This design comes from an exercise in tuning for small area, a short achievable clock period and few clock cycles per item on the open sky130 flow, not from production work.
At most, simulation tests tie the RTL to the original design; equivalence was not proved.

trial 14:
==> flow/design.v <==
module aes_sbox_d (
  input  wire [7:0] a,
  output reg  [3:0] di
);
  wire [3:0] d;
  assign d[0] = ((a[0] ^ a[3] ^ a[4] ^ a[6]) & (a[1] ^ a[2] ^ a[3] ^ a[5] ^ a[7]))
             ^ ((a[2] ^ a[5] ^ a[6]) & (a[4] ^ a[6]))
             ^ ((a[5]) & (a[6]))
             ^ ((a[3]) & (a[7]))
             ^ (a[0] ^ a[2] ^ a[5]);
  assign d[1] = ((a[0] ^ a[2] ^ a[6]) & (a[1] ^ a[4] ^ a[5] ^ a[6]))
             ^ ((a[2] ^ a[3] ^ a[5] ^ a[6]) & (a[4] ^ a[5]))
             ^ ((a[3]) & (a[5] ^ a[7]))
             ^ ((a[6]) & (a[7]))
             ^ (a[1] ^ a[2] ^ a[4] ^ a[6] ^ a[7]);
  assign d[2] = ((a[0] ^ a[6] ^ a[7]) & (a[2] ^ a[3]))
             ^ ((a[1] ^ a[5] ^ a[7]) & (a[3] ^ a[4] ^ a[5] ^ a[6] ^ a[7]))
             ^ ((a[4] ^ a[6]) & (a[5] ^ a[6]))
             ^ ((a[6]) & (a[7]))
             ^ (a[1] ^ a[2] ^ a[4] ^ a[6]);
  assign d[3] = ((a[1] ^ a[3] ^ a[4] ^ a[5] ^ a[6]) & (a[2] ^ a[3] ^ a[4] ^ a[5] ^ a[6] ^ a[7]))
             ^ ((a[0] ^ a[4] ^ a[6]) & (a[5] ^ a[7]))
             ^ ((a[4]) & (a[6] ^ a[7]))
             ^ ((a[3]) & (a[7]))
             ^ (a[3] ^ a[4] ^ a[5] ^ a[6]);
  always @(*) begin
    case (d)
      4'd0: di = 4'd0;
      4'd1: di = 4'd1;
      4'd2: di = 4'd9;
      4'd3: di = 4'd14;
      4'd4: di = 4'd13;
      4'd5: di = 4'd11;
      4'd6: di = 4'd7;
      4'd7: di = 4'd6;
      4'd8: di = 4'd15;
      4'd9: di = 4'd2;
      4'd10: di = 4'd12;
      4'd11: di = 4'd5;
      4'd12: di = 4'd10;
      4'd13: di = 4'd4;
      4'd14: di = 4'd3;
      4'd15: di = 4'd8;
      default: di = 4'd0;
    endcase
  end
endmodule
module aes_sbox_y (
  input  wire [7:0] a,
  input  wire [3:0] di,
  output wire [7:0] y
);
  wire [7:0] l0;
  assign l0[0] = a[0] ^ a[2] ^ a[3] ^ a[5];
  assign l0[1] = a[0] ^ a[2] ^ a[3] ^ a[6];
  assign l0[2] = a[0] ^ a[1] ^ a[2] ^ a[4];
  assign l0[3] = a[0] ^ a[1] ^ a[4] ^ a[6];
  assign l0[4] = a[0] ^ a[2] ^ a[3] ^ a[4];
  assign l0[5] = a[5] ^ a[6] ^ a[7];
  assign l0[6] = a[2] ^ a[3] ^ a[4] ^ a[5] ^ a[6];
  assign l0[7] = a[1] ^ a[2] ^ a[7];
  wire [7:0] l1;
  assign l1[0] = a[0] ^ a[4] ^ a[7];
  assign l1[1] = a[1] ^ a[3] ^ a[5] ^ a[6];
  assign l1[2] = a[0] ^ a[2] ^ a[3] ^ a[4] ^ a[5] ^ a[6] ^ a[7];
  assign l1[3] = a[0] ^ a[2] ^ a[3] ^ a[5] ^ a[6] ^ a[7];
  assign l1[4] = a[2] ^ a[3] ^ a[5] ^ a[6] ^ a[7];
  assign l1[5] = a[0] ^ a[5] ^ a[7];
  assign l1[6] = a[1] ^ a[5] ^ a[7];
  assign l1[7] = a[0] ^ a[3] ^ a[4] ^ a[5];
  wire [7:0] l2;
  assign l2[0] = a[2] ^ a[6] ^ a[7];
  assign l2[1] = a[1] ^ a[3] ^ a[5] ^ a[6] ^ a[7];
  assign l2[2] = a[0] ^ a[2] ^ a[3] ^ a[6];
  assign l2[3] = a[1] ^ a[2] ^ a[5] ^ a[6];
  assign l2[4] = a[0] ^ a[1] ^ a[4] ^ a[6] ^ a[7];
  assign l2[5] = a[0] ^ a[3] ^ a[4] ^ a[5] ^ a[7];
  assign l2[6] = a[1] ^ a[4] ^ a[6] ^ a[7];
  assign l2[7] = a[0] ^ a[1] ^ a[2];
  wire [7:0] l3;
  assign l3[0] = a[1] ^ a[3] ^ a[6];
  assign l3[1] = a[4] ^ a[5] ^ a[7];
  assign l3[2] = a[1] ^ a[3] ^ a[5] ^ a[6];
  assign l3[3] = a[3] ^ a[4] ^ a[7];
  assign l3[4] = a[0] ^ a[1] ^ a[2] ^ a[4] ^ a[5] ^ a[7];
  assign l3[5] = a[0] ^ a[2] ^ a[3] ^ a[4] ^ a[6];
  assign l3[6] = a[1];
  assign l3[7] = a[1] ^ a[2] ^ a[4] ^ a[6] ^ a[7];
  assign y = ({8{di[0]}} & l0) ^ ({8{di[1]}} & l1) ^ ({8{di[2]}} & l2) ^ ({8{di[3]}} & l3) ^ 8'h63;
endmodule
module rxp_ctr_de (
  input  wire         clk,
  input  wire         rst_n,
  input  wire         in_valid,
  output wire         in_ready,
  input  wire         in_first,
  input  wire [127:0] in_key,
  input  wire [127:0] in_iv,
  input  wire [127:0] in_data,
  output reg          out_valid,
  output reg  [127:0] out_data
);
  reg         va, vb;      
  reg  [3:0]  ra, rb;      
  reg         rdy;         
  reg         rdy_o;       
  reg [127:0] key_r;       
  reg [127:0] ctr_n;       
  reg [127:0] x;           
  reg [127:0] ka;          
  reg [127:0] ya;          
  reg  [63:0] yd;          
  reg [127:0] kp;          
  reg  [31:0] kw;          
  reg  [15:0] kd;          
  reg [127:0] d0, d1;      
  assign in_ready = rdy_o;
  wire accept = in_valid && rdy_o;
  wire [127:0] blk_key = in_first ? in_key : key_r;
  wire [127:0] blk_ctr = in_first ? in_iv  : ctr_n;
  function [7:0] xtime;
    input [7:0] a;
    xtime = {a[6:0], 1'b0} ^ (a[7] ? 8'h1b : 8'h00);
  endfunction
  function [127:0] inc128;
    input [127:0] v;
    integer k;
    begin
      for (k = 0; k < 128; k = k + 1)
        inc128[k] = v[k] ^ (&(v | ~({128{1'b1}} >> (128 - k))));
    end
  endfunction
  wire [127:0] xk = x ^ ka;                   
  wire [63:0] xd;
  wire [15:0] kxd;
  wire [31:0] rot = {ka[23:0], ka[31:24]};    
  genvar i, c;
  generate
    for (i = 0; i < 16; i = i + 1) begin : g_da
      aes_sbox_d u_d (.a(xk[127 - 8*i -: 8]), .di(xd[63 - 4*i -: 4]));
    end
    for (i = 0; i < 4; i = i + 1) begin : g_dk
      aes_sbox_d u_d (.a(rot[31 - 8*i -: 8]), .di(kxd[15 - 4*i -: 4]));
    end
  endgenerate
  wire [7:0] sb [0:15];    
  wire [7:0] sr [0:15];    
  wire [7:0] mc [0:15];    
  generate
    for (i = 0; i < 16; i = i + 1) begin : g_yb
      aes_sbox_y u_y (.a(ya[127 - 8*i -: 8]), .di(yd[63 - 4*i -: 4]), .y(sb[i]));
    end
    for (c = 0; c < 4; c = c + 1) begin : g_shift
      assign sr[4*c + 0] = sb[4*((c + 0) % 4) + 0];
      assign sr[4*c + 1] = sb[4*((c + 1) % 4) + 1];
      assign sr[4*c + 2] = sb[4*((c + 2) % 4) + 2];
      assign sr[4*c + 3] = sb[4*((c + 3) % 4) + 3];
    end
    for (c = 0; c < 4; c = c + 1) begin : g_mix
      wire [7:0] a0 = sr[4*c + 0];
      wire [7:0] a1 = sr[4*c + 1];
      wire [7:0] a2 = sr[4*c + 2];
      wire [7:0] a3 = sr[4*c + 3];
      assign mc[4*c + 0] = xtime(a0) ^ (xtime(a1) ^ a1) ^ a2 ^ a3;
      assign mc[4*c + 1] = a0 ^ xtime(a1) ^ (xtime(a2) ^ a2) ^ a3;
      assign mc[4*c + 2] = a0 ^ a1 ^ xtime(a2) ^ (xtime(a3) ^ a3);
      assign mc[4*c + 3] = (xtime(a0) ^ a0) ^ a1 ^ a2 ^ xtime(a3);
    end
  endgenerate
  wire [127:0] sr_vec, mc_vec;
  generate
    for (i = 0; i < 16; i = i + 1) begin : g_pack
      assign sr_vec[127 - 8*i -: 8] = sr[i];
      assign mc_vec[127 - 8*i -: 8] = mc[i];
    end
  endgenerate
  reg [7:0] rcon;
  always @(*) begin
    case (rb)
      4'd1:    rcon = 8'h01;
      4'd2:    rcon = 8'h02;
      4'd3:    rcon = 8'h04;
      4'd4:    rcon = 8'h08;
      4'd5:    rcon = 8'h10;
      4'd6:    rcon = 8'h20;
      4'd7:    rcon = 8'h40;
      4'd8:    rcon = 8'h80;
      4'd9:    rcon = 8'h1b;
      default: rcon = 8'h36;
    endcase
  end
  wire [31:0] krot = {kw[23:0], kw[31:24]};
  wire [31:0] sub;
  generate
    for (i = 0; i < 4; i = i + 1) begin : g_yk
      aes_sbox_y u_y (.a(krot[31 - 8*i -: 8]), .di(kd[15 - 4*i -: 4]), .y(sub[31 - 8*i -: 8]));
    end
  endgenerate
  wire [31:0] t  = sub ^ {rcon, 24'h000000};
  wire [127:0] next_rk = kp ^ {t, t, t, t};
  wire last = vb && (rb == 4'd10);
  always @(posedge clk) begin
    ya <= xk;
    yd <= xd;
    kp <= {ka[127:96], ka[127:96] ^ ka[95:64], ka[127:96] ^ ka[95:64] ^ ka[63:32],
           ka[127:96] ^ ka[95:64] ^ ka[63:32] ^ ka[31:0]};
    kw <= ka[31:0];
    kd <= kxd;
    x  <= rdy ? blk_ctr : mc_vec;
    ka <= rdy ? blk_key : next_rk;
    d0 <= rdy ? in_data : d1;
    d1 <= d0;
    out_data <= sr_vec ^ next_rk ^ d1;
  end
  always @(posedge clk) begin
    if (accept && in_first)
      key_r <= in_key;
    if (accept) begin
      ctr_n <= in_first ? inc128(in_iv) : inc128(ctr_n);
    end
  end
  always @(posedge clk) begin
    if (!rst_n) begin
      va        <= 1'b0;
      vb        <= 1'b0;
      rdy       <= 1'b1;
      rdy_o     <= 1'b0;
      out_valid <= 1'b0;
    end else begin
      vb        <= va;
      va        <= accept || (vb && !last);
      rdy       <= !va || (ra == 4'd10);
      rdy_o     <= !va || (ra == 4'd10);
      out_valid <= last;
    end
  end
  always @(posedge clk) begin
    rb <= ra;
    ra <= rdy ? 4'd1 : rb + 4'd1;
  end
endmodule
==> flow/config.mk <==
export PLATFORM = sky130hd
export DESIGN_NAME = rxp_ctr_de
export DESIGN_NICKNAME = rxp_ctr_de
export VERILOG_FILES = /design/flow/design.v
export SDC_FILE = /design/flow/constraint.sdc
export NUM_CORES = 4
export LEC_CHECK = 0
export CAP_MARGIN = 20
export CORE_MARGIN = 2
export CORE_UTILIZATION = 35
export PLACE_DENSITY = 0.45
export SETUP_SLACK_MARGIN = 3.0
export SLEW_MARGIN = 20
==> flow/constraint.sdc <==
create_clock -name core_clock -period 6.0 [get_ports {clk}]
set_input_delay 1.2000 -clock core_clock [delete_from_list [all_inputs] [get_ports {clk}]]
set_output_delay 1.2000 -clock core_clock [all_outputs]
set_load 0.01 [all_outputs]
run.sh (not shown) runs the stock make flow with config.mk's settings and CLKGATE_MAP_FILE= SYNTH_SCRIPT=/design/flow/synth_recipe.tcl, a recipe that flattens the netlist after the stock synthesis.
Trial 14 | status: complete | timing, DRC, antenna: pass
Input-level comparison between trial 59 and trial 14:
diff --git a/flow/design.v b/flow/design.v
--- a/flow/design.v
+++ b/flow/design.v
@@ -102,36 +102,35 @@
 );
   reg         va, vb;      
   reg  [3:0]  ra, rb;      
   reg         rdy;         
   reg         rdy_o;       
   reg [127:0] key_r;       
-  reg [127:0] ctr_n;       
+  reg [127:0] ctr_r;       
   reg [127:0] x;           
   reg [127:0] ka;          
   reg [127:0] ya;          
   reg  [63:0] yd;          
-  reg [127:0] kp;          
-  reg  [31:0] kw;          
+  reg [127:0] kb;          
   reg  [15:0] kd;          
   reg [127:0] d0, d1;      
   assign in_ready = rdy_o;
   wire accept = in_valid && rdy_o;
-  wire [127:0] blk_key = in_first ? in_key : key_r;
-  wire [127:0] blk_ctr = in_first ? in_iv  : ctr_n;
-  function [7:0] xtime;
-    input [7:0] a;
-    xtime = {a[6:0], 1'b0} ^ (a[7] ? 8'h1b : 8'h00);
-  endfunction
   function [127:0] inc128;
     input [127:0] v;
     integer k;
     begin
       for (k = 0; k < 128; k = k + 1)
         inc128[k] = v[k] ^ (&(v | ~({128{1'b1}} >> (128 - k))));
     end
+  endfunction
+  wire [127:0] blk_key = in_first ? in_key : key_r;
+  wire [127:0] blk_ctr = in_first ? in_iv  : inc128(ctr_r);
+  function [7:0] xtime;
+    input [7:0] a;
+    xtime = {a[6:0], 1'b0} ^ (a[7] ? 8'h1b : 8'h00);
   endfunction
   wire [127:0] xk = x ^ ka;                   
   wire [63:0] xd;
   wire [15:0] kxd;
   wire [31:0] rot = {ka[23:0], ka[31:24]};    
   genvar i, c;
@@ -186,40 +185,46 @@
       4'd7:    rcon = 8'h40;
       4'd8:    rcon = 8'h80;
       4'd9:    rcon = 8'h1b;
       default: rcon = 8'h36;
     endcase
   end
-  wire [31:0] krot = {kw[23:0], kw[31:24]};
+  wire [31:0] w0 = kb[127:96];
+  wire [31:0] w1 = kb[95:64];
+  wire [31:0] w2 = kb[63:32];
+  wire [31:0] w3 = kb[31:0];
+  wire [31:0] krot = {w3[23:0], w3[31:24]};
   wire [31:0] sub;
   generate
     for (i = 0; i < 4; i = i + 1) begin : g_yk
       aes_sbox_y u_y (.a(krot[31 - 8*i -: 8]), .di(kd[15 - 4*i -: 4]), .y(sub[31 - 8*i -: 8]));
     end
   endgenerate
   wire [31:0] t  = sub ^ {rcon, 24'h000000};
-  wire [127:0] next_rk = kp ^ {t, t, t, t};
+  wire [31:0] n0 = t ^ w0;
+  wire [31:0] n1 = t ^ (w0 ^ w1);
+  wire [31:0] n2 = t ^ (w0 ^ w1 ^ w2);
+  wire [31:0] n3 = t ^ (w0 ^ w1 ^ w2 ^ w3);
+  wire [127:0] next_rk = {n0, n1, n2, n3};
   wire last = vb && (rb == 4'd10);
   always @(posedge clk) begin
     ya <= xk;
     yd <= xd;
-    kp <= {ka[127:96], ka[127:96] ^ ka[95:64], ka[127:96] ^ ka[95:64] ^ ka[63:32],
-           ka[127:96] ^ ka[95:64] ^ ka[63:32] ^ ka[31:0]};
-    kw <= ka[31:0];
+    kb <= ka;
     kd <= kxd;
     x  <= rdy ? blk_ctr : mc_vec;
     ka <= rdy ? blk_key : next_rk;
     d0 <= rdy ? in_data : d1;
     d1 <= d0;
     out_data <= sr_vec ^ next_rk ^ d1;
   end
   always @(posedge clk) begin
     if (accept && in_first)
       key_r <= in_key;
     if (accept) begin
-      ctr_n <= in_first ? inc128(in_iv) : inc128(ctr_n);
+      ctr_r <= blk_ctr;
     end
   end
   always @(posedge clk) begin
     if (!rst_n) begin
       va        <= 1'b0;
       vb        <= 1'b0;
--- outcome ---
- Length of routed met3 wiring | trial 59 below trial 14
- Delta(fraction of met2 tracks used by global routing, trial 59 - trial 14) > 0
- The flip-flop and latch count number comes out higher for trial 14 vs trial 59.
- Compared trial 59 vs trial 14, and post-layout worst setup margin is up in trial 59.
- Cmp trial 14 and trial 59 / pin count of the biggest net entering global routing / higher: trial 14
- In the metrics for trial 14 and trial 59, the one carrying the lower critical path depth is trial 59.
- In the tables for trial 14 and trial 59, share of the final layout cell area in sequential cells reads lower with trial 14.
- For count of placed standard cells in the final layout, fillers left out, dividing the value from trial 14 by the value from trial 59 gives 1.07.
- [diff] detailed placement HPWL, trial 59 relative to trial 14: improvement
Testbench counts of trial 59, summed over its fixed seeds: cycles 48,016, items 4,800.
The RTL of trial 14 was laid out without a check of its function.

-- static timing again, ports no longer ideal --
In the flow no input, the clock included, has a driving cell. The finished layouts below were timed again as built, in two steps. Step 1, drivers: a clkbuf_16 drives clk and a buf_2 each remaining input, both assumed. Step 2 adds t to the input delays and takes it off the output delays; t is the mean of the earliest and latest rising clock arrival at the registers after step 1. Input paths then give back, and output paths get back, about the clock's delay inside the block. Slacks: ideal / step 1 / step 2; pairs: ideal / step 1.
| run | t (ns) | setup WS [ns] | worst slew at a driven data input, ns |
|---|---|---|---|
| trial 14 | 0.913 | 2.623 / 2.623 / 1.731 | 0.25 |
| trial 59 | 0.905 | 2.955 / 2.955 / 2.203 | 0.11 |
After both steps setup and hold are still met in every run listed. For trial 14, which loses most, drivers alone change the setup slack by 0.000 ns; drivers and shift together by -0.892 ns.
